What follows belongs to an exercise in optimizing a design on an open flow for small area, a short achievable clock period and few clock cycles; a production flow would make more cautious choices. In this exercise RTL edits were held to simulation tests only and were not proved equivalent to the original. Power figures rest on the tool's default switching activity, not on a simulated workload.

$ cat flow/run.sh
#!/bin/bash
# synth_recipe.tcl (not shown) runs the flow's synth.tcl, then flattens the netlist and writes it again
# the make line also repeats each setting of config.mk as NAME=value (left out here)
make -C /OpenROAD-flow-scripts/flow DESIGN_CONFIG=/design/flow/config.mk WORK_HOME=/design/flow/orfs CLKGATE_MAP_FILE= SYNTH_SCRIPT=/design/flow/synth_recipe.tcl finish
$ cat flow/constraint.sdc
create_clock -name core_clock -period 50.0 [get_ports {clk}]
set_input_delay 10.0000 -clock core_clock [delete_from_list [all_inputs] [get_ports {clk}]]
set_output_delay 10.0000 -clock core_clock [all_outputs]
set_load 0.01 [all_outputs]
$ cat flow/config.mk
export PLATFORM = sky130hd
export DESIGN_NAME = fmcore
export DESIGN_NICKNAME = fmcore
export VERILOG_FILES = /design/flow/design.v
export SDC_FILE = /design/flow/constraint.sdc
export NUM_CORES = 4
export LEC_CHECK = 0
export CAP_MARGIN = 20
export CORE_MARGIN = 2
export CORE_UTILIZATION = 45
export SLEW_MARGIN = 20
$ cat flow/design.v
module fm_semi_rom (
    input  wire [3:0] addr,
    output reg  [16:0] data
);
    always @(*) begin
        case (addr)
            4'd0: data = 17'd65536;
            4'd1: data = 17'd69433;
            4'd2: data = 17'd73562;
            4'd3: data = 17'd77936;
            4'd4: data = 17'd82570;
            4'd5: data = 17'd87480;
            4'd6: data = 17'd92682;
            4'd7: data = 17'd98193;
            4'd8: data = 17'd104032;
            4'd9: data = 17'd110218;
            4'd10: data = 17'd116772;
            4'd11: data = 17'd123715;
            default: data = 17'd0;
        endcase
    end
endmodule
module fm_nfrac_rom (
    input  wire [7:0] addr,
    output reg  [16:0] data
);
    always @(*) begin
        case (addr)
            8'd0: data = 17'd65536;
            8'd1: data = 17'd65551;
            8'd2: data = 17'd65566;
            8'd3: data = 17'd65580;
            8'd4: data = 17'd65595;
            8'd5: data = 17'd65610;
            8'd6: data = 17'd65625;
            8'd7: data = 17'd65640;
            8'd8: data = 17'd65654;
            8'd9: data = 17'd65669;
            8'd10: data = 17'd65684;
            8'd11: data = 17'd65699;
            8'd12: data = 17'd65714;
            8'd13: data = 17'd65729;
            8'd14: data = 17'd65743;
            8'd15: data = 17'd65758;
            8'd16: data = 17'd65773;
            8'd17: data = 17'd65788;
            8'd18: data = 17'd65803;
            8'd19: data = 17'd65818;
            8'd20: data = 17'd65832;
            8'd21: data = 17'd65847;
            8'd22: data = 17'd65862;
            8'd23: data = 17'd65877;
            8'd24: data = 17'd65892;
            8'd25: data = 17'd65907;
            8'd26: data = 17'd65922;
            8'd27: data = 17'd65936;
            8'd28: data = 17'd65951;
            8'd29: data = 17'd65966;
            8'd30: data = 17'd65981;
            8'd31: data = 17'd65996;
            8'd32: data = 17'd66011;
            8'd33: data = 17'd66026;
            8'd34: data = 17'd66041;
            8'd35: data = 17'd66056;
            8'd36: data = 17'd66071;
            8'd37: data = 17'd66085;
            8'd38: data = 17'd66100;
            8'd39: data = 17'd66115;
            8'd40: data = 17'd66130;
            8'd41: data = 17'd66145;
            8'd42: data = 17'd66160;
            8'd43: data = 17'd66175;
            8'd44: data = 17'd66190;
            8'd45: data = 17'd66205;
            8'd46: data = 17'd66220;
            8'd47: data = 17'd66235;
            8'd48: data = 17'd66250;
            8'd49: data = 17'd66265;
            8'd50: data = 17'd66280;
            8'd51: data = 17'd66294;
            8'd52: data = 17'd66309;
            8'd53: data = 17'd66324;
            8'd54: data = 17'd66339;
            8'd55: data = 17'd66354;
            8'd56: data = 17'd66369;
            8'd57: data = 17'd66384;
            8'd58: data = 17'd66399;
            8'd59: data = 17'd66414;
            8'd60: data = 17'd66429;
            8'd61: data = 17'd66444;
            8'd62: data = 17'd66459;
            8'd63: data = 17'd66474;
            8'd64: data = 17'd66489;
            8'd65: data = 17'd66504;
            8'd66: data = 17'd66519;
            8'd67: data = 17'd66534;
            8'd68: data = 17'd66549;
            8'd69: data = 17'd66564;
            8'd70: data = 17'd66579;
            8'd71: data = 17'd66594;
            8'd72: data = 17'd66609;
            8'd73: data = 17'd66624;
            8'd74: data = 17'd66639;
            8'd75: data = 17'd66654;
            8'd76: data = 17'd66670;
            8'd77: data = 17'd66685;
            8'd78: data = 17'd66700;
            8'd79: data = 17'd66715;
            8'd80: data = 17'd66730;
            8'd81: data = 17'd66745;
            8'd82: data = 17'd66760;
            8'd83: data = 17'd66775;
            8'd84: data = 17'd66790;
            8'd85: data = 17'd66805;
            8'd86: data = 17'd66820;
            8'd87: data = 17'd66835;
            8'd88: data = 17'd66850;
            8'd89: data = 17'd66865;
            8'd90: data = 17'd66880;
            8'd91: data = 17'd66896;
            8'd92: data = 17'd66911;
            8'd93: data = 17'd66926;
            8'd94: data = 17'd66941;
            8'd95: data = 17'd66956;
            8'd96: data = 17'd66971;
            8'd97: data = 17'd66986;
            8'd98: data = 17'd67001;
            8'd99: data = 17'd67016;
            8'd100: data = 17'd67032;
            8'd101: data = 17'd67047;
            8'd102: data = 17'd67062;
            8'd103: data = 17'd67077;
            8'd104: data = 17'd67092;
            8'd105: data = 17'd67107;
            8'd106: data = 17'd67122;
            8'd107: data = 17'd67137;
            8'd108: data = 17'd67153;
            8'd109: data = 17'd67168;
            8'd110: data = 17'd67183;
            8'd111: data = 17'd67198;
            8'd112: data = 17'd67213;
            8'd113: data = 17'd67228;
            8'd114: data = 17'd67244;
            8'd115: data = 17'd67259;
            8'd116: data = 17'd67274;
            8'd117: data = 17'd67289;
            8'd118: data = 17'd67304;
            8'd119: data = 17'd67320;
            8'd120: data = 17'd67335;
            8'd121: data = 17'd67350;
            8'd122: data = 17'd67365;
            8'd123: data = 17'd67380;
            8'd124: data = 17'd67395;
            8'd125: data = 17'd67411;
            8'd126: data = 17'd67426;
            8'd127: data = 17'd67441;
            8'd128: data = 17'd67456;
            8'd129: data = 17'd67472;
            8'd130: data = 17'd67487;
            8'd131: data = 17'd67502;
            8'd132: data = 17'd67517;
            8'd133: data = 17'd67532;
            8'd134: data = 17'd67548;
            8'd135: data = 17'd67563;
            8'd136: data = 17'd67578;
            8'd137: data = 17'd67593;
            8'd138: data = 17'd67609;
            8'd139: data = 17'd67624;
            8'd140: data = 17'd67639;
            8'd141: data = 17'd67655;
            8'd142: data = 17'd67670;
            8'd143: data = 17'd67685;
            8'd144: data = 17'd67700;
            8'd145: data = 17'd67716;
            8'd146: data = 17'd67731;
            8'd147: data = 17'd67746;
            8'd148: data = 17'd67761;
            8'd149: data = 17'd67777;
            8'd150: data = 17'd67792;
            8'd151: data = 17'd67807;
            8'd152: data = 17'd67823;
            8'd153: data = 17'd67838;
            8'd154: data = 17'd67853;
            8'd155: data = 17'd67869;
            8'd156: data = 17'd67884;
            8'd157: data = 17'd67899;
            8'd158: data = 17'd67915;
            8'd159: data = 17'd67930;
            8'd160: data = 17'd67945;
            8'd161: data = 17'd67961;
            8'd162: data = 17'd67976;
            8'd163: data = 17'd67991;
            8'd164: data = 17'd68007;
            8'd165: data = 17'd68022;
            8'd166: data = 17'd68037;
            8'd167: data = 17'd68053;
            8'd168: data = 17'd68068;
            8'd169: data = 17'd68083;
            8'd170: data = 17'd68099;
            8'd171: data = 17'd68114;
            8'd172: data = 17'd68129;
            8'd173: data = 17'd68145;
            8'd174: data = 17'd68160;
            8'd175: data = 17'd68176;
            8'd176: data = 17'd68191;
            8'd177: data = 17'd68206;
            8'd178: data = 17'd68222;
            8'd179: data = 17'd68237;
            8'd180: data = 17'd68252;
            8'd181: data = 17'd68268;
            8'd182: data = 17'd68283;
            8'd183: data = 17'd68299;
            8'd184: data = 17'd68314;
            8'd185: data = 17'd68330;
            8'd186: data = 17'd68345;
            8'd187: data = 17'd68360;
            8'd188: data = 17'd68376;
            8'd189: data = 17'd68391;
            8'd190: data = 17'd68407;
            8'd191: data = 17'd68422;
            8'd192: data = 17'd68438;
            8'd193: data = 17'd68453;
            8'd194: data = 17'd68468;
            8'd195: data = 17'd68484;
            8'd196: data = 17'd68499;
            8'd197: data = 17'd68515;
            8'd198: data = 17'd68530;
            8'd199: data = 17'd68546;
            8'd200: data = 17'd68561;
            8'd201: data = 17'd68577;
            8'd202: data = 17'd68592;
            8'd203: data = 17'd68608;
            8'd204: data = 17'd68623;
            8'd205: data = 17'd68639;
            8'd206: data = 17'd68654;
            8'd207: data = 17'd68670;
            8'd208: data = 17'd68685;
            8'd209: data = 17'd68701;
            8'd210: data = 17'd68716;
            8'd211: data = 17'd68732;
            8'd212: data = 17'd68747;
            8'd213: data = 17'd68763;
            8'd214: data = 17'd68778;
            8'd215: data = 17'd68794;
            8'd216: data = 17'd68809;
            8'd217: data = 17'd68825;
            8'd218: data = 17'd68840;
            8'd219: data = 17'd68856;
            8'd220: data = 17'd68871;
            8'd221: data = 17'd68887;
            8'd222: data = 17'd68902;
            8'd223: data = 17'd68918;
            8'd224: data = 17'd68933;
            8'd225: data = 17'd68949;
            8'd226: data = 17'd68965;
            8'd227: data = 17'd68980;
            8'd228: data = 17'd68996;
            8'd229: data = 17'd69011;
            8'd230: data = 17'd69027;
            8'd231: data = 17'd69042;
            8'd232: data = 17'd69058;
            8'd233: data = 17'd69074;
            8'd234: data = 17'd69089;
            8'd235: data = 17'd69105;
            8'd236: data = 17'd69120;
            8'd237: data = 17'd69136;
            8'd238: data = 17'd69152;
            8'd239: data = 17'd69167;
            8'd240: data = 17'd69183;
            8'd241: data = 17'd69198;
            8'd242: data = 17'd69214;
            8'd243: data = 17'd69230;
            8'd244: data = 17'd69245;
            8'd245: data = 17'd69261;
            8'd246: data = 17'd69276;
            8'd247: data = 17'd69292;
            8'd248: data = 17'd69308;
            8'd249: data = 17'd69323;
            8'd250: data = 17'd69339;
            8'd251: data = 17'd69355;
            8'd252: data = 17'd69370;
            8'd253: data = 17'd69386;
            8'd254: data = 17'd69402;
            8'd255: data = 17'd69417;
            default: data = 17'd0;
        endcase
    end
endmodule
module fm_ehi_rom (
    input  wire [7:0] addr,
    output reg  [16:0] data
);
    always @(*) begin
        case (addr)
            8'd0: data = 17'd65536;
            8'd1: data = 17'd65714;
            8'd2: data = 17'd65892;
            8'd3: data = 17'd66071;
            8'd4: data = 17'd66250;
            8'd5: data = 17'd66429;
            8'd6: data = 17'd66609;
            8'd7: data = 17'd66790;
            8'd8: data = 17'd66971;
            8'd9: data = 17'd67153;
            8'd10: data = 17'd67335;
            8'd11: data = 17'd67517;
            8'd12: data = 17'd67700;
            8'd13: data = 17'd67884;
            8'd14: data = 17'd68068;
            8'd15: data = 17'd68252;
            8'd16: data = 17'd68438;
            8'd17: data = 17'd68623;
            8'd18: data = 17'd68809;
            8'd19: data = 17'd68996;
            8'd20: data = 17'd69183;
            8'd21: data = 17'd69370;
            8'd22: data = 17'd69558;
            8'd23: data = 17'd69747;
            8'd24: data = 17'd69936;
            8'd25: data = 17'd70126;
            8'd26: data = 17'd70316;
            8'd27: data = 17'd70507;
            8'd28: data = 17'd70698;
            8'd29: data = 17'd70889;
            8'd30: data = 17'd71082;
            8'd31: data = 17'd71274;
            8'd32: data = 17'd71468;
            8'd33: data = 17'd71661;
            8'd34: data = 17'd71856;
            8'd35: data = 17'd72050;
            8'd36: data = 17'd72246;
            8'd37: data = 17'd72442;
            8'd38: data = 17'd72638;
            8'd39: data = 17'd72835;
            8'd40: data = 17'd73032;
            8'd41: data = 17'd73230;
            8'd42: data = 17'd73429;
            8'd43: data = 17'd73628;
            8'd44: data = 17'd73828;
            8'd45: data = 17'd74028;
            8'd46: data = 17'd74229;
            8'd47: data = 17'd74430;
            8'd48: data = 17'd74632;
            8'd49: data = 17'd74834;
            8'd50: data = 17'd75037;
            8'd51: data = 17'd75240;
            8'd52: data = 17'd75444;
            8'd53: data = 17'd75649;
            8'd54: data = 17'd75854;
            8'd55: data = 17'd76060;
            8'd56: data = 17'd76266;
            8'd57: data = 17'd76473;
            8'd58: data = 17'd76680;
            8'd59: data = 17'd76888;
            8'd60: data = 17'd77096;
            8'd61: data = 17'd77305;
            8'd62: data = 17'd77515;
            8'd63: data = 17'd77725;
            8'd64: data = 17'd77936;
            8'd65: data = 17'd78147;
            8'd66: data = 17'd78359;
            8'd67: data = 17'd78572;
            8'd68: data = 17'd78785;
            8'd69: data = 17'd78998;
            8'd70: data = 17'd79212;
            8'd71: data = 17'd79427;
            8'd72: data = 17'd79642;
            8'd73: data = 17'd79858;
            8'd74: data = 17'd80075;
            8'd75: data = 17'd80292;
            8'd76: data = 17'd80510;
            8'd77: data = 17'd80728;
            8'd78: data = 17'd80947;
            8'd79: data = 17'd81166;
            8'd80: data = 17'd81386;
            8'd81: data = 17'd81607;
            8'd82: data = 17'd81828;
            8'd83: data = 17'd82050;
            8'd84: data = 17'd82273;
            8'd85: data = 17'd82496;
            8'd86: data = 17'd82719;
            8'd87: data = 17'd82944;
            8'd88: data = 17'd83169;
            8'd89: data = 17'd83394;
            8'd90: data = 17'd83620;
            8'd91: data = 17'd83847;
            8'd92: data = 17'd84074;
            8'd93: data = 17'd84302;
            8'd94: data = 17'd84531;
            8'd95: data = 17'd84760;
            8'd96: data = 17'd84990;
            8'd97: data = 17'd85220;
            8'd98: data = 17'd85451;
            8'd99: data = 17'd85683;
            8'd100: data = 17'd85915;
            8'd101: data = 17'd86148;
            8'd102: data = 17'd86382;
            8'd103: data = 17'd86616;
            8'd104: data = 17'd86851;
            8'd105: data = 17'd87086;
            8'd106: data = 17'd87322;
            8'd107: data = 17'd87559;
            8'd108: data = 17'd87796;
            8'd109: data = 17'd88034;
            8'd110: data = 17'd88273;
            8'd111: data = 17'd88513;
            8'd112: data = 17'd88752;
            8'd113: data = 17'd88993;
            8'd114: data = 17'd89234;
            8'd115: data = 17'd89476;
            8'd116: data = 17'd89719;
            8'd117: data = 17'd89962;
            8'd118: data = 17'd90206;
            8'd119: data = 17'd90451;
            8'd120: data = 17'd90696;
            8'd121: data = 17'd90942;
            8'd122: data = 17'd91188;
            8'd123: data = 17'd91436;
            8'd124: data = 17'd91684;
            8'd125: data = 17'd91932;
            8'd126: data = 17'd92181;
            8'd127: data = 17'd92431;
            8'd128: data = 17'd92682;
            8'd129: data = 17'd92933;
            8'd130: data = 17'd93185;
            8'd131: data = 17'd93438;
            8'd132: data = 17'd93691;
            8'd133: data = 17'd93945;
            8'd134: data = 17'd94200;
            8'd135: data = 17'd94455;
            8'd136: data = 17'd94711;
            8'd137: data = 17'd94968;
            8'd138: data = 17'd95226;
            8'd139: data = 17'd95484;
            8'd140: data = 17'd95743;
            8'd141: data = 17'd96002;
            8'd142: data = 17'd96263;
            8'd143: data = 17'd96524;
            8'd144: data = 17'd96785;
            8'd145: data = 17'd97048;
            8'd146: data = 17'd97311;
            8'd147: data = 17'd97575;
            8'd148: data = 17'd97839;
            8'd149: data = 17'd98104;
            8'd150: data = 17'd98370;
            8'd151: data = 17'd98637;
            8'd152: data = 17'd98905;
            8'd153: data = 17'd99173;
            8'd154: data = 17'd99442;
            8'd155: data = 17'd99711;
            8'd156: data = 17'd99982;
            8'd157: data = 17'd100253;
            8'd158: data = 17'd100524;
            8'd159: data = 17'd100797;
            8'd160: data = 17'd101070;
            8'd161: data = 17'd101344;
            8'd162: data = 17'd101619;
            8'd163: data = 17'd101895;
            8'd164: data = 17'd102171;
            8'd165: data = 17'd102448;
            8'd166: data = 17'd102726;
            8'd167: data = 17'd103004;
            8'd168: data = 17'd103283;
            8'd169: data = 17'd103564;
            8'd170: data = 17'd103844;
            8'd171: data = 17'd104126;
            8'd172: data = 17'd104408;
            8'd173: data = 17'd104691;
            8'd174: data = 17'd104975;
            8'd175: data = 17'd105260;
            8'd176: data = 17'd105545;
            8'd177: data = 17'd105831;
            8'd178: data = 17'd106118;
            8'd179: data = 17'd106406;
            8'd180: data = 17'd106694;
            8'd181: data = 17'd106984;
            8'd182: data = 17'd107274;
            8'd183: data = 17'd107565;
            8'd184: data = 17'd107856;
            8'd185: data = 17'd108149;
            8'd186: data = 17'd108442;
            8'd187: data = 17'd108736;
            8'd188: data = 17'd109031;
            8'd189: data = 17'd109326;
            8'd190: data = 17'd109623;
            8'd191: data = 17'd109920;
            8'd192: data = 17'd110218;
            8'd193: data = 17'd110517;
            8'd194: data = 17'd110816;
            8'd195: data = 17'd111117;
            8'd196: data = 17'd111418;
            8'd197: data = 17'd111720;
            8'd198: data = 17'd112023;
            8'd199: data = 17'd112327;
            8'd200: data = 17'd112631;
            8'd201: data = 17'd112937;
            8'd202: data = 17'd113243;
            8'd203: data = 17'd113550;
            8'd204: data = 17'd113858;
            8'd205: data = 17'd114167;
            8'd206: data = 17'd114476;
            8'd207: data = 17'd114787;
            8'd208: data = 17'd115098;
            8'd209: data = 17'd115410;
            8'd210: data = 17'd115723;
            8'd211: data = 17'd116036;
            8'd212: data = 17'd116351;
            8'd213: data = 17'd116667;
            8'd214: data = 17'd116983;
            8'd215: data = 17'd117300;
            8'd216: data = 17'd117618;
            8'd217: data = 17'd117937;
            8'd218: data = 17'd118257;
            8'd219: data = 17'd118577;
            8'd220: data = 17'd118899;
            8'd221: data = 17'd119221;
            8'd222: data = 17'd119544;
            8'd223: data = 17'd119869;
            8'd224: data = 17'd120194;
            8'd225: data = 17'd120519;
            8'd226: data = 17'd120846;
            8'd227: data = 17'd121174;
            8'd228: data = 17'd121502;
            8'd229: data = 17'd121832;
            8'd230: data = 17'd122162;
            8'd231: data = 17'd122493;
            8'd232: data = 17'd122825;
            8'd233: data = 17'd123158;
            8'd234: data = 17'd123492;
            8'd235: data = 17'd123827;
            8'd236: data = 17'd124163;
            8'd237: data = 17'd124500;
            8'd238: data = 17'd124837;
            8'd239: data = 17'd125176;
            8'd240: data = 17'd125515;
            8'd241: data = 17'd125855;
            8'd242: data = 17'd126197;
            8'd243: data = 17'd126539;
            8'd244: data = 17'd126882;
            8'd245: data = 17'd127226;
            8'd246: data = 17'd127571;
            8'd247: data = 17'd127917;
            8'd248: data = 17'd128263;
            8'd249: data = 17'd128611;
            8'd250: data = 17'd128960;
            8'd251: data = 17'd129310;
            8'd252: data = 17'd129660;
            8'd253: data = 17'd130012;
            8'd254: data = 17'd130364;
            8'd255: data = 17'd130718;
            default: data = 17'd0;
        endcase
    end
endmodule
module fm_elo_rom (
    input  wire [7:0] addr,
    output reg  [16:0] data
);
    always @(*) begin
        case (addr)
            8'd0: data = 17'd65536;
            8'd1: data = 17'd65537;
            8'd2: data = 17'd65537;
            8'd3: data = 17'd65538;
            8'd4: data = 17'd65539;
            8'd5: data = 17'd65539;
            8'd6: data = 17'd65540;
            8'd7: data = 17'd65541;
            8'd8: data = 17'd65542;
            8'd9: data = 17'd65542;
            8'd10: data = 17'd65543;
            8'd11: data = 17'd65544;
            8'd12: data = 17'd65544;
            8'd13: data = 17'd65545;
            8'd14: data = 17'd65546;
            8'd15: data = 17'd65546;
            8'd16: data = 17'd65547;
            8'd17: data = 17'd65548;
            8'd18: data = 17'd65548;
            8'd19: data = 17'd65549;
            8'd20: data = 17'd65550;
            8'd21: data = 17'd65551;
            8'd22: data = 17'd65551;
            8'd23: data = 17'd65552;
            8'd24: data = 17'd65553;
            8'd25: data = 17'd65553;
            8'd26: data = 17'd65554;
            8'd27: data = 17'd65555;
            8'd28: data = 17'd65555;
            8'd29: data = 17'd65556;
            8'd30: data = 17'd65557;
            8'd31: data = 17'd65557;
            8'd32: data = 17'd65558;
            8'd33: data = 17'd65559;
            8'd34: data = 17'd65560;
            8'd35: data = 17'd65560;
            8'd36: data = 17'd65561;
            8'd37: data = 17'd65562;
            8'd38: data = 17'd65562;
            8'd39: data = 17'd65563;
            8'd40: data = 17'd65564;
            8'd41: data = 17'd65564;
            8'd42: data = 17'd65565;
            8'd43: data = 17'd65566;
            8'd44: data = 17'd65567;
            8'd45: data = 17'd65567;
            8'd46: data = 17'd65568;
            8'd47: data = 17'd65569;
            8'd48: data = 17'd65569;
            8'd49: data = 17'd65570;
            8'd50: data = 17'd65571;
            8'd51: data = 17'd65571;
            8'd52: data = 17'd65572;
            8'd53: data = 17'd65573;
            8'd54: data = 17'd65573;
            8'd55: data = 17'd65574;
            8'd56: data = 17'd65575;
            8'd57: data = 17'd65576;
            8'd58: data = 17'd65576;
            8'd59: data = 17'd65577;
            8'd60: data = 17'd65578;
            8'd61: data = 17'd65578;
            8'd62: data = 17'd65579;
            8'd63: data = 17'd65580;
            8'd64: data = 17'd65580;
            8'd65: data = 17'd65581;
            8'd66: data = 17'd65582;
            8'd67: data = 17'd65582;
            8'd68: data = 17'd65583;
            8'd69: data = 17'd65584;
            8'd70: data = 17'd65585;
            8'd71: data = 17'd65585;
            8'd72: data = 17'd65586;
            8'd73: data = 17'd65587;
            8'd74: data = 17'd65587;
            8'd75: data = 17'd65588;
            8'd76: data = 17'd65589;
            8'd77: data = 17'd65589;
            8'd78: data = 17'd65590;
            8'd79: data = 17'd65591;
            8'd80: data = 17'd65591;
            8'd81: data = 17'd65592;
            8'd82: data = 17'd65593;
            8'd83: data = 17'd65594;
            8'd84: data = 17'd65594;
            8'd85: data = 17'd65595;
            8'd86: data = 17'd65596;
            8'd87: data = 17'd65596;
            8'd88: data = 17'd65597;
            8'd89: data = 17'd65598;
            8'd90: data = 17'd65598;
            8'd91: data = 17'd65599;
            8'd92: data = 17'd65600;
            8'd93: data = 17'd65600;
            8'd94: data = 17'd65601;
            8'd95: data = 17'd65602;
            8'd96: data = 17'd65603;
            8'd97: data = 17'd65603;
            8'd98: data = 17'd65604;
            8'd99: data = 17'd65605;
            8'd100: data = 17'd65605;
            8'd101: data = 17'd65606;
            8'd102: data = 17'd65607;
            8'd103: data = 17'd65607;
            8'd104: data = 17'd65608;
            8'd105: data = 17'd65609;
            8'd106: data = 17'd65610;
            8'd107: data = 17'd65610;
            8'd108: data = 17'd65611;
            8'd109: data = 17'd65612;
            8'd110: data = 17'd65612;
            8'd111: data = 17'd65613;
            8'd112: data = 17'd65614;
            8'd113: data = 17'd65614;
            8'd114: data = 17'd65615;
            8'd115: data = 17'd65616;
            8'd116: data = 17'd65616;
            8'd117: data = 17'd65617;
            8'd118: data = 17'd65618;
            8'd119: data = 17'd65619;
            8'd120: data = 17'd65619;
            8'd121: data = 17'd65620;
            8'd122: data = 17'd65621;
            8'd123: data = 17'd65621;
            8'd124: data = 17'd65622;
            8'd125: data = 17'd65623;
            8'd126: data = 17'd65623;
            8'd127: data = 17'd65624;
            8'd128: data = 17'd65625;
            8'd129: data = 17'd65625;
            8'd130: data = 17'd65626;
            8'd131: data = 17'd65627;
            8'd132: data = 17'd65628;
            8'd133: data = 17'd65628;
            8'd134: data = 17'd65629;
            8'd135: data = 17'd65630;
            8'd136: data = 17'd65630;
            8'd137: data = 17'd65631;
            8'd138: data = 17'd65632;
            8'd139: data = 17'd65632;
            8'd140: data = 17'd65633;
            8'd141: data = 17'd65634;
            8'd142: data = 17'd65635;
            8'd143: data = 17'd65635;
            8'd144: data = 17'd65636;
            8'd145: data = 17'd65637;
            8'd146: data = 17'd65637;
            8'd147: data = 17'd65638;
            8'd148: data = 17'd65639;
            8'd149: data = 17'd65639;
            8'd150: data = 17'd65640;
            8'd151: data = 17'd65641;
            8'd152: data = 17'd65641;
            8'd153: data = 17'd65642;
            8'd154: data = 17'd65643;
            8'd155: data = 17'd65644;
            8'd156: data = 17'd65644;
            8'd157: data = 17'd65645;
            8'd158: data = 17'd65646;
            8'd159: data = 17'd65646;
            8'd160: data = 17'd65647;
            8'd161: data = 17'd65648;
            8'd162: data = 17'd65648;
            8'd163: data = 17'd65649;
            8'd164: data = 17'd65650;
            8'd165: data = 17'd65650;
            8'd166: data = 17'd65651;
            8'd167: data = 17'd65652;
            8'd168: data = 17'd65653;
            8'd169: data = 17'd65653;
            8'd170: data = 17'd65654;
            8'd171: data = 17'd65655;
            8'd172: data = 17'd65655;
            8'd173: data = 17'd65656;
            8'd174: data = 17'd65657;
            8'd175: data = 17'd65657;
            8'd176: data = 17'd65658;
            8'd177: data = 17'd65659;
            8'd178: data = 17'd65659;
            8'd179: data = 17'd65660;
            8'd180: data = 17'd65661;
            8'd181: data = 17'd65662;
            8'd182: data = 17'd65662;
            8'd183: data = 17'd65663;
            8'd184: data = 17'd65664;
            8'd185: data = 17'd65664;
            8'd186: data = 17'd65665;
            8'd187: data = 17'd65666;
            8'd188: data = 17'd65666;
            8'd189: data = 17'd65667;
            8'd190: data = 17'd65668;
            8'd191: data = 17'd65669;
            8'd192: data = 17'd65669;
            8'd193: data = 17'd65670;
            8'd194: data = 17'd65671;
            8'd195: data = 17'd65671;
            8'd196: data = 17'd65672;
            8'd197: data = 17'd65673;
            8'd198: data = 17'd65673;
            8'd199: data = 17'd65674;
            8'd200: data = 17'd65675;
            8'd201: data = 17'd65675;
            8'd202: data = 17'd65676;
            8'd203: data = 17'd65677;
            8'd204: data = 17'd65678;
            8'd205: data = 17'd65678;
            8'd206: data = 17'd65679;
            8'd207: data = 17'd65680;
            8'd208: data = 17'd65680;
            8'd209: data = 17'd65681;
            8'd210: data = 17'd65682;
            8'd211: data = 17'd65682;
            8'd212: data = 17'd65683;
            8'd213: data = 17'd65684;
            8'd214: data = 17'd65685;
            8'd215: data = 17'd65685;
            8'd216: data = 17'd65686;
            8'd217: data = 17'd65687;
            8'd218: data = 17'd65687;
            8'd219: data = 17'd65688;
            8'd220: data = 17'd65689;
            8'd221: data = 17'd65689;
            8'd222: data = 17'd65690;
            8'd223: data = 17'd65691;
            8'd224: data = 17'd65691;
            8'd225: data = 17'd65692;
            8'd226: data = 17'd65693;
            8'd227: data = 17'd65694;
            8'd228: data = 17'd65694;
            8'd229: data = 17'd65695;
            8'd230: data = 17'd65696;
            8'd231: data = 17'd65696;
            8'd232: data = 17'd65697;
            8'd233: data = 17'd65698;
            8'd234: data = 17'd65698;
            8'd235: data = 17'd65699;
            8'd236: data = 17'd65700;
            8'd237: data = 17'd65700;
            8'd238: data = 17'd65701;
            8'd239: data = 17'd65702;
            8'd240: data = 17'd65703;
            8'd241: data = 17'd65703;
            8'd242: data = 17'd65704;
            8'd243: data = 17'd65705;
            8'd244: data = 17'd65705;
            8'd245: data = 17'd65706;
            8'd246: data = 17'd65707;
            8'd247: data = 17'd65707;
            8'd248: data = 17'd65708;
            8'd249: data = 17'd65709;
            8'd250: data = 17'd65710;
            8'd251: data = 17'd65710;
            8'd252: data = 17'd65711;
            8'd253: data = 17'd65712;
            8'd254: data = 17'd65712;
            8'd255: data = 17'd65713;
            default: data = 17'd0;
        endcase
    end
endmodule
module fm_sine (
    input  wire [31:0]        phase,
    output wire signed [24:0] s
);
    localparam signed [27:0] C1 = 28'sd26332128;
    localparam signed [27:0] C3 = -28'sd43066296;
    localparam signed [27:0] C5 = 28'sd20372901;
    localparam signed [27:0] C7 = -28'sd3638733;
    wire signed [23:0] n = phase[31:8];
    wire signed [47:0] n_sq = n * n;
    wire signed [24:0] nn   = n_sq[47:23];             
    wire signed [52:0] p5 = nn * C7;
    wire signed [27:0] t5 = C5 + (p5 >>> 23);
    wire signed [52:0] p3 = nn * t5;
    wire signed [27:0] t3 = C3 + (p3 >>> 23);
    wire signed [52:0] p1 = nn * t3;
    wire signed [27:0] t1 = C1 + (p1 >>> 23);
    wire signed [51:0] ps = n * t1;
    assign s = ps[47:23];
endmodule
module fm_clip (
    input  wire signed [31:0] x,
    output reg  signed [24:0] y
);
    wire signed [23:0] xs = x[23:0];
    wire signed [47:0] x_sq = xs * xs;
    wire signed [24:0] x2   = x_sq[47:23];
    wire signed [48:0] x_cu = x2 * xs;
    wire signed [25:0] x3   = x_cu[48:23];
    wire signed [26:0] num  = 27'sd3 * xs - x3;
    always @(*) begin
        if (x >= 32'sd8388608)
            y = 25'sd8388608;
        else if (x <= -32'sd8388608)
            y = -25'sd8388608;
        else
            y = num[25:1];
    end
endmodule
module fm_mtof #(
    parameter [63:0] KA4 = 64'd2580187286514
) (
    input  wire [15:0] code,
    output wire [31:0] inc
);
    wire signed [17:0] d  = $signed(code) - 18'sd17664;     
    wire signed [9:0]  si = d[17:8];
    wire [7:0]         fr = d[7:0];
    wire [8:0] si_b = si + 10'sd204;                         
    wire [4:0] q    = si_b / 9'd12;
    wire [3:0] s    = si_b % 9'd12;
    wire signed [5:0] oct = $signed({1'b0, q}) - 6'sd17;     
    wire [16:0] semi, nfrac;
    fm_semi_rom  u_semi  (.addr(s),  .data(semi));
    fm_nfrac_rom u_nfrac (.addr(fr), .data(nfrac));
    wire [33:0] mprod = semi * nfrac;
    wire [16:0] mant  = (mprod + 34'd32768) >> 16;
    wire [58:0] prod  = KA4[41:0] * mant;
    wire [5:0]  sh1   = 6'd31 - oct;                         
    wire [58:0] part  = prod >> sh1;
    wire [32:0] rnd   = part[32:0] + 33'd1;
    assign inc = rnd[32:1];
endmodule
module fm_dbtoa (
    input  wire [15:0]       code,
    output wire [16:0]       mant,
    output wire signed [7:0] oct
);
    localparam [17:0] L20 = 18'd174165;
    wire signed [34:0] e = $signed(code) * $signed({1'b0, L20});
    assign oct = {e[34], e[34:28]};
    wire [7:0] fh = e[27:20];
    wire [7:0] fl = e[19:12];
    wire [16:0] hi, lo;
    fm_ehi_rom u_ehi (.addr(fh), .data(hi));
    fm_elo_rom u_elo (.addr(fl), .data(lo));
    wire [33:0] prod = hi * lo;
    wire [34:0] rnd  = prod + 35'd32768;
    assign mant = rnd[32:16];
endmodule
module fmcore #(
    parameter integer FS_HZ = 48000
) (
    input  wire        clk,
    input  wire        rst,
    input  wire        cmd_valid,
    input  wire [31:0] cmd_data,
    output wire        cmd_ready,
    output reg         rsp_valid,
    output reg  [15:0] rsp_data,
    output reg         smp_valid,
    output wire [47:0] smp_data,
    output wire        err
);
    localparam [63:0] KA4 = (64'd440 * (64'd1 << 49) + FS_HZ) / (2 * FS_HZ);
    localparam [63:0] KHZ = ((64'd1 << 49) + FS_HZ) / (2 * FS_HZ);
    localparam [3:0] OP_NOP = 4'h0, OP_WR = 4'h1, OP_RD = 4'h2, OP_COMMIT = 4'h3,
                     OP_STEP = 4'h4, OP_SINE = 4'h5, OP_CLIP = 4'h6, OP_MTOF = 4'h7,
                     OP_DBTOA = 4'h8, OP_CLRERR = 4'h9;
    localparam [1:0] ST_IDLE = 2'd0, ST_EXEC = 2'd1, ST_STEP2 = 2'd2, ST_STEP3 = 2'd3;
    reg [31:0] phc, phm;
    reg [15:0] stg0, stg1, stg2, stg3, stg4;
    reg [15:0] act0, act1, act2, act3, act4;
    reg [15:0] oph;
    reg [47:0] out_r;
    reg [47:0] res;
    reg        pend, err_r;
    reg [3:0]  ecode;
    reg [1:0]  state;
    reg [31:0] cmd;
    reg signed [24:0] ms_r, cs_r, shaped_r;
    reg [31:0]        minc_r, cinc0_r;
    reg [16:0]        md_r, ma_r;
    reg signed [7:0]  od_r, oa_r;
    assign cmd_ready = (state == ST_IDLE) && !rst;
    assign smp_data  = out_r;
    assign err       = err_r;
    wire accept = cmd_valid && cmd_ready;
    wire [3:0]  op   = cmd[31:28];
    wire [6:0]  rsv  = cmd[27:21];
    wire [4:0]  addr = cmd[20:16];
    wire [15:0] imm  = cmd[15:0];
    wire addr_unmapped = (addr >= 5'h05 && addr <= 5'h07) || (addr >= 5'h16);
    wire addr_staging  = (addr <= 5'h04);
    wire step_first = (state == ST_EXEC);
    wire [31:0]        sine_in = (state == ST_STEP2) ? phc :
                                 (op == OP_SINE)     ? {oph, imm} : phm;
    wire signed [24:0] sine_out;
    fm_sine u_sine (.phase(sine_in), .s(sine_out));
    wire signed [40:0] drive_prod = $signed(act4) * ms_r;
    wire signed [31:0] drive_x    = drive_prod[39:8];
    wire signed [31:0] clip_in    = (state == ST_STEP2) ? drive_x : $signed({oph, imm});
    wire signed [24:0] clip_out;
    fm_clip u_clip (.x(clip_in), .y(clip_out));
    wire [15:0] mtof_in = (state == ST_STEP2) ? act1 :
                          (op == OP_MTOF)     ? imm : act2;
    wire [31:0] mtof_out;
    fm_mtof #(.KA4(KA4)) u_mtof (.code(mtof_in), .inc(mtof_out));
    wire [15:0] dbtoa_in = (state == ST_STEP2) ? act0 :
                           (op == OP_DBTOA)    ? imm : act3;
    wire [16:0]       dbtoa_mant;
    wire signed [7:0] dbtoa_oct;
    fm_dbtoa u_dbtoa (.code(dbtoa_in), .mant(dbtoa_mant), .oct(dbtoa_oct));
    wire signed [50:0] khz_md     = $signed({1'b0, KHZ[32:0]}) * $signed({1'b0, md_r});
    wire signed [75:0] dprod      = khz_md * shaped_r;
    wire [6:0]         dsh1       = 7'd54 - {{1{od_r[7]}}, od_r[5:0]};  
    wire signed [75:0] dpart      = dprod >>> dsh1;
    wire signed [75:0] delta_full = (dpart + 76'sd1) >>> 1;
    wire [31:0]        cinc       = cinc0_r + delta_full[31:0];
    wire signed [42:0] gprod   = cs_r * $signed({1'b0, ma_r});
    wire signed [47:0] gprod_w = gprod;
    wire signed [8:0]  gsh     = 9'sd16 - oa_r;
    wire [5:0]         gsh1    = gsh[5:0] - 6'd1;
    wire signed [47:0] gpart   = gprod_w >>> gsh1;
    wire signed [47:0] gright  = (gpart + 48'sd1) >>> 1;
    wire [2:0]         gleft   = -gsh[2:0];
    wire signed [47:0] gout    = (gsh > 0) ? gright : (gprod_w <<< gleft);
    reg [15:0] rd_val;
    always @(*) begin
        case (addr)
            5'h00: rd_val = stg0;
            5'h01: rd_val = stg1;
            5'h02: rd_val = stg2;
            5'h03: rd_val = stg3;
            5'h04: rd_val = stg4;
            5'h08: rd_val = act0;
            5'h09: rd_val = act1;
            5'h0A: rd_val = act2;
            5'h0B: rd_val = act3;
            5'h0C: rd_val = act4;
            5'h0D: rd_val = oph;
            5'h0E: rd_val = {8'h00, ecode, 2'b00, err_r, pend};
            5'h0F: rd_val = 16'h464D;
            5'h10: rd_val = out_r[15:0];
            5'h11: rd_val = out_r[31:16];
            5'h12: rd_val = out_r[47:32];
            5'h13: rd_val = res[15:0];
            5'h14: rd_val = res[31:16];
            5'h15: rd_val = res[47:32];
            default: rd_val = 16'h0000;
        endcase
    end
    task raise_error(input [3:0] code);
        begin
            if (!err_r)
                ecode <= code;
            err_r <= 1'b1;
        end
    endtask
    always @(posedge clk) begin
        if (rst) begin
            state     <= ST_IDLE;
            cmd       <= 32'd0;
            phc       <= 32'd0;
            phm       <= 32'd0;
            stg0      <= 16'd0; stg1 <= 16'd0; stg2 <= 16'd0; stg3 <= 16'd0; stg4 <= 16'd0;
            act0      <= 16'd0; act1 <= 16'd0; act2 <= 16'd0; act3 <= 16'd0; act4 <= 16'd0;
            oph       <= 16'd0;
            out_r     <= 48'd0;
            res       <= 48'd0;
            pend      <= 1'b0;
            err_r     <= 1'b0;
            ecode     <= 4'd0;
            rsp_valid <= 1'b0;
            rsp_data  <= 16'd0;
            smp_valid <= 1'b0;
            ms_r      <= 25'sd0;
            cs_r      <= 25'sd0;
            shaped_r  <= 25'sd0;
            minc_r    <= 32'd0;
            cinc0_r   <= 32'd0;
            md_r      <= 17'd0;
            ma_r      <= 17'd0;
            od_r      <= 8'sd0;
            oa_r      <= 8'sd0;
        end else begin
            rsp_valid <= 1'b0;
            smp_valid <= 1'b0;
            case (state)
                ST_IDLE: begin
                    if (accept) begin
                        cmd   <= cmd_data;
                        state <= ST_EXEC;
                    end
                end
                ST_EXEC: begin
                    state <= ST_IDLE;
                    if (op >= 4'hA) begin
                        raise_error(4'd1);
                    end else if (rsv != 7'd0) begin
                        raise_error(4'd2);
                        if (op == OP_RD) begin
                            rsp_valid <= 1'b1;
                            rsp_data  <= 16'h0000;
                        end
                        if (op == OP_STEP)
                            smp_valid <= 1'b1;
                    end else begin
                        case (op)
                            OP_WR: begin
                                if (addr_unmapped)
                                    raise_error(4'd3);
                                else if (addr_staging) begin
                                    case (addr[2:0])
                                        3'd0: stg0 <= imm;
                                        3'd1: stg1 <= imm;
                                        3'd2: stg2 <= imm;
                                        3'd3: stg3 <= imm;
                                        default: stg4 <= imm;
                                    endcase
                                    pend <= 1'b1;
                                end else if (addr == 5'h0D)
                                    oph <= imm;
                                else
                                    raise_error(4'd4);
                            end
                            OP_RD: begin
                                rsp_valid <= 1'b1;
                                rsp_data  <= rd_val;
                                if (addr_unmapped)
                                    raise_error(4'd3);
                            end
                            OP_COMMIT: begin
                                act0 <= stg0; act1 <= stg1; act2 <= stg2; act3 <= stg3; act4 <= stg4;
                                pend <= 1'b0;
                            end
                            OP_STEP: begin
                                ms_r   <= sine_out;
                                minc_r <= mtof_out;
                                md_r   <= dbtoa_mant;
                                od_r   <= dbtoa_oct;
                                state  <= ST_STEP2;
                            end
                            OP_SINE:   res <= {{23{sine_out[24]}}, sine_out};
                            OP_CLIP:   res <= {{23{clip_out[24]}}, clip_out};
                            OP_MTOF:   res <= {16'h0000, mtof_out};
                            OP_DBTOA:  res <= {16'h0000, dbtoa_oct, 7'd0, dbtoa_mant};
                            OP_CLRERR: begin
                                err_r <= 1'b0;
                                ecode <= 4'd0;
                            end
                            default: ;
                        endcase
                    end
                end
                ST_STEP2: begin
                    shaped_r <= clip_out;
                    cs_r     <= sine_out;
                    cinc0_r  <= mtof_out;
                    ma_r     <= dbtoa_mant;
                    oa_r     <= dbtoa_oct;
                    state    <= ST_STEP3;
                end
                ST_STEP3: begin
                    phm       <= phm + minc_r;
                    phc       <= phc + cinc;
                    out_r     <= gout;
                    smp_valid <= 1'b1;
                    state     <= ST_IDLE;
                end
                default: state <= ST_IDLE;
            endcase
        end
    end
endmodule
==> out/metrics.cfg <==
[floorplanning]
pin_count = 103
die_w_microns = 814.4
die-height_microns = 814.4
die_area_sq_um = 663300
initial_utilization_pct = 45.16
core_sq_um = 654400
num_rows = 297

[drt]
drt_iter0_drc = 22260
drc = 0
route.met2.wl_microns = 476100
routed.top_layer = met5
wl_per_cell_microns = 24.70
ant_nets = 0
num_vias = 242300
routed_via_density = 5.692
wl_met3_microns = 95210
wl_met1_microns = 423700
wl_microns = 1051000
first_pass_iters = 9

[clock_tree]
cts_tree = done
htreeDepth = 3
numCtsBuffers = 69
clock-root-buffer = clkbuf_16
clk_pin_slew_ps = 70
hold_buffers = 0
numClockSinks = 566
insertion_delay_ps = 740
cts_buffer_depth = 3

[global_routing]
grt_usage_pct = 31.71
grt-ovfl-total = 0
grt_pass1_wl_microns = 1606000
antenna_found_initial = 55
grt_max_degree = 127
grt_pass1_vias = 255200

[worst_setup_path]
cp-start-kind = register
critPathRequiredTime_ps = 50550
critical_path.max_fanout = 25
worstPathBufferInverterCount = 25
critPathMaxStageDelay_ps = 770
critical-path-slowest-cell = fa_1
path_class = register to register
cp_common_cell = fa_1
crit_arrival_ps = 48240
end_kind = register
crit_family = adder cells

[sta]
slew_headroom_pct = 7.999
fin_crit_ps = 47690
hold_slack_ps = 449.1
fin_ws_ps = 2306
setup_viol = 0
fmax_mhz = 20.97
tightest_slew_ps = 1370
slew_viol_final = 0
post-route-period-util_pct = 95.39
hold_viol_final = 0
skew_ps = 84.05

[synth]
syn_area_sq_um = 295500
ys_async_sr_fraction_pct = 0
ys.flop_type = dfxtp_1
avgSynthCellArea_sq_um = 8.551
synth_seq_cells = 566
syn_inst = 34560
synth_edf_count = 0
seq_area_frac_synth_pct = 3.834
synth_warnings = 6
synth_cell_types = 131

[final_layout]
seqCellArea_sq_um = 11380
nets = 42910
drive_gt1_share_pct = 4.663
multi_input_area_sq_um = 252000
fin_util_pct = 47.58
flow.area_growth_from_synthesis_pct = 5.344
nFillCells = 63620

[place]
place_congestion = 1.016
post-place-ws_ps = 815.7
dp_hpwl_microns = 853600
numPortBuffers = 102

[power_and_ir_drop]
ir_drop_uv = 1071
power.leakage_uw = 0.1425
power.density_nw_per_um2 = 61.49
power.internal_uw = 6260
pwr-share-clk_pct = 2.9
power_switching_uw = 12890
comb_power_share_pct = 94.7
p_sw_share_pct = 67.30
seq_power_share_pct = 2.4

[worst_hold_path]
min_path_type = register to register

[outcome]
status = no timing/DRC/antenna violations

[run]
maxCapViolations = 0

[cells in the mapped netlist (113+ instances only)]
cell type | number | area share, %
inv_1 | 7295 | 9.3
fa_1 | 6632 | 45
nand2_1 | 4629 | 5.9
nor2_1 | 2569 | 3.3
ha_1 | 2421 | 10
clkbuf_1 | 1580 | 2.0
a21oi_1 | 1336 | 2.3
and2_1 | 1101 | 2.3
o21ai_0 | 713 | 1.2
xnor2_1 | 598 | 1.8
dfxtp_1 | 566 | 3.8
nor3_1 | 416 | 0.70
nand3_1 | 341 | 0.58
a21o_1 | 325 | 0.83
xor2_1 | 287 | 0.85
a211oi_1 | 265 | 0.67
o211ai_1 | 200 | 0.51
nand2b_1 | 195 | 0.41
mux2i_1 | 187 | 0.63
a31oi_1 | 185 | 0.39
buf_1 | 131 | 0.17
and3_1 | 125 | 0.26
a22oi_1 | 119 | 0.30
o21a_1 | 117 | 0.30
nor2b_1 | 114 | 0.24
nand4_1 | 113 | 0.24
[final cells by class]
class                           count  share of cell area, %
Tap cell                         8671                  3.485
Clock inverter                     35                 0.1463
Inverter                         7346                  8.863
Antenna cell                       15                0.01206
Sequential cell                   566                  3.655
Timing Repair Buffer              904                  2.277
Multi-Input combinational cell  24940                  80.94
Clock buffer                       92                 0.6249
[flip-flops by register name, indices dropped and copies added, names as in the netlist, 17 cells and up, named ones only]
signal	flops
md_r	17
phc	32
ma_r	17
cinc0_r	32
ms_r	25
cs_r	25
shaped_r	25
res	33
phm	32
minc_r	32
out_r	48
cmd	32
[metrics by stage]
stage / power [uW] / setup TNS (ps) / cell area (sq um) / std cells
final: 19150 / 0 / 311300 / 42570
after global routing: 20090 / -235.5 / 311300 / 42560
after CTS: 18520 / 0 / 311000 / 42550
after detailed placement: 17900 / 0 / 308600 / 42420
after global placement: 17710 / 0 / 308500 / 42420
after floorplan: 10990 / 0 / 295700 / 34610
[per-layer routing]
metal,up-vias,track usage [%]
met5,-,0
met4,31,13.30
met3,2042,6.297
met2,10430,50.25
met1,124600,42.58
li1,105200,-
[worst min-delay path, stage by stage, from the launching register on]
cell and delay [ps]:
dfxtp_1 300, nand2_1 50, a21oi_1 50
[placed cells by master (no fill, tap or decap), drive strengths merged, types with 75 or more instances in the layout]
cell type	count
buf	802
nor2	2570
fa	6632
ha	2421
or3	91
nor2b	114
a21oi	1339
a211oi	267
o21bai	95
mux4	75
xnor2	598
dfxtp	566
mux2i	188
a31oi	188
xor2	287
clkbuf	93
o311ai	79
clkdlybuf4s50	101
and2	1108
and3	125
inv	7311
o22ai	80
nand2b	196
o21a	118
or2	100
o21ai	747
nand4	113
a21o	325
nand2	4631
nor3	423
nor4	93
nand3	342
o31ai	94
a22oi	119
a221oi	110
o211ai	200
[kinds of logic after synthesis]
group | share of synthesized area [%]
muxes | 1.446
buffers and inverters | 11.62
adders and majority gates | 55.20
xor gates and xnor gates | 2.630
and+or+nand+nor | 15.13
DFF | 3.834
other | 0.002541
AOI/OAI and AO/OA | 10.14
[power groups by stage]
stage                     Combinational (uW)  Sequential [uW]  Clock (uW)
after floorplan                        10500              466           0
after global placement                 17200              469           0
after detailed placement               17400              469           0
after CTS                              17500              459         563
after global routing                   19100              459         574
final                                  18100              459         555
[final timing paths]
kind,to,cells after the start,from,slack (ps)
max,res[27]$_SDFFE_PP0P_,151,cmd[31]$_SDFFE_PP0P_,2310
min,cmd[27]$_SDFFE_PP0P_,2,cmd[27]$_SDFFE_PP0P_,450
max reg2reg,res[27]$_SDFFE_PP0P_,151,cmd[31]$_SDFFE_PP0P_,2310
min reg2reg,cmd[27]$_SDFFE_PP0P_,2,cmd[27]$_SDFFE_PP0P_,450
[repair_timing]
| item | in CTS | in global routing |
|---|---|---|
| setup buffers | 0 | 0 |
| resized for setup | 0 | 26 |
| setup endpoints to repair | 0 | 64 |
| hold endpoints to repair | 0 | 0 |
Testbench counts, summed over its fixed seeds: cycles 25,782.

-- separate check: timing with driven ports --
The results above use ideal ports. As a check the final layout listed here was re-extracted and re-timed, cells and wires unchanged. Step 1, drivers: a clkbuf_16 drives clk and a buf_2 each remaining input, both assumed. Step 2 moves the port delays by t, midway between the first and last clock arrival at a register: inputs arrive t later, outputs are due t later. That takes back most of the time a late clock gives input paths. Three values: ideal, step 1, step 2; two values: the first two.
t, ns: 0.812
setup WS [ns]: 2.306 / 2.306 / 2.306
worst setup path at the end: register to register
After both steps this run still meets setup and hold. For this run, drivers alone change the setup slack by 0.000 ns; drivers and shift together by 0.000 ns.
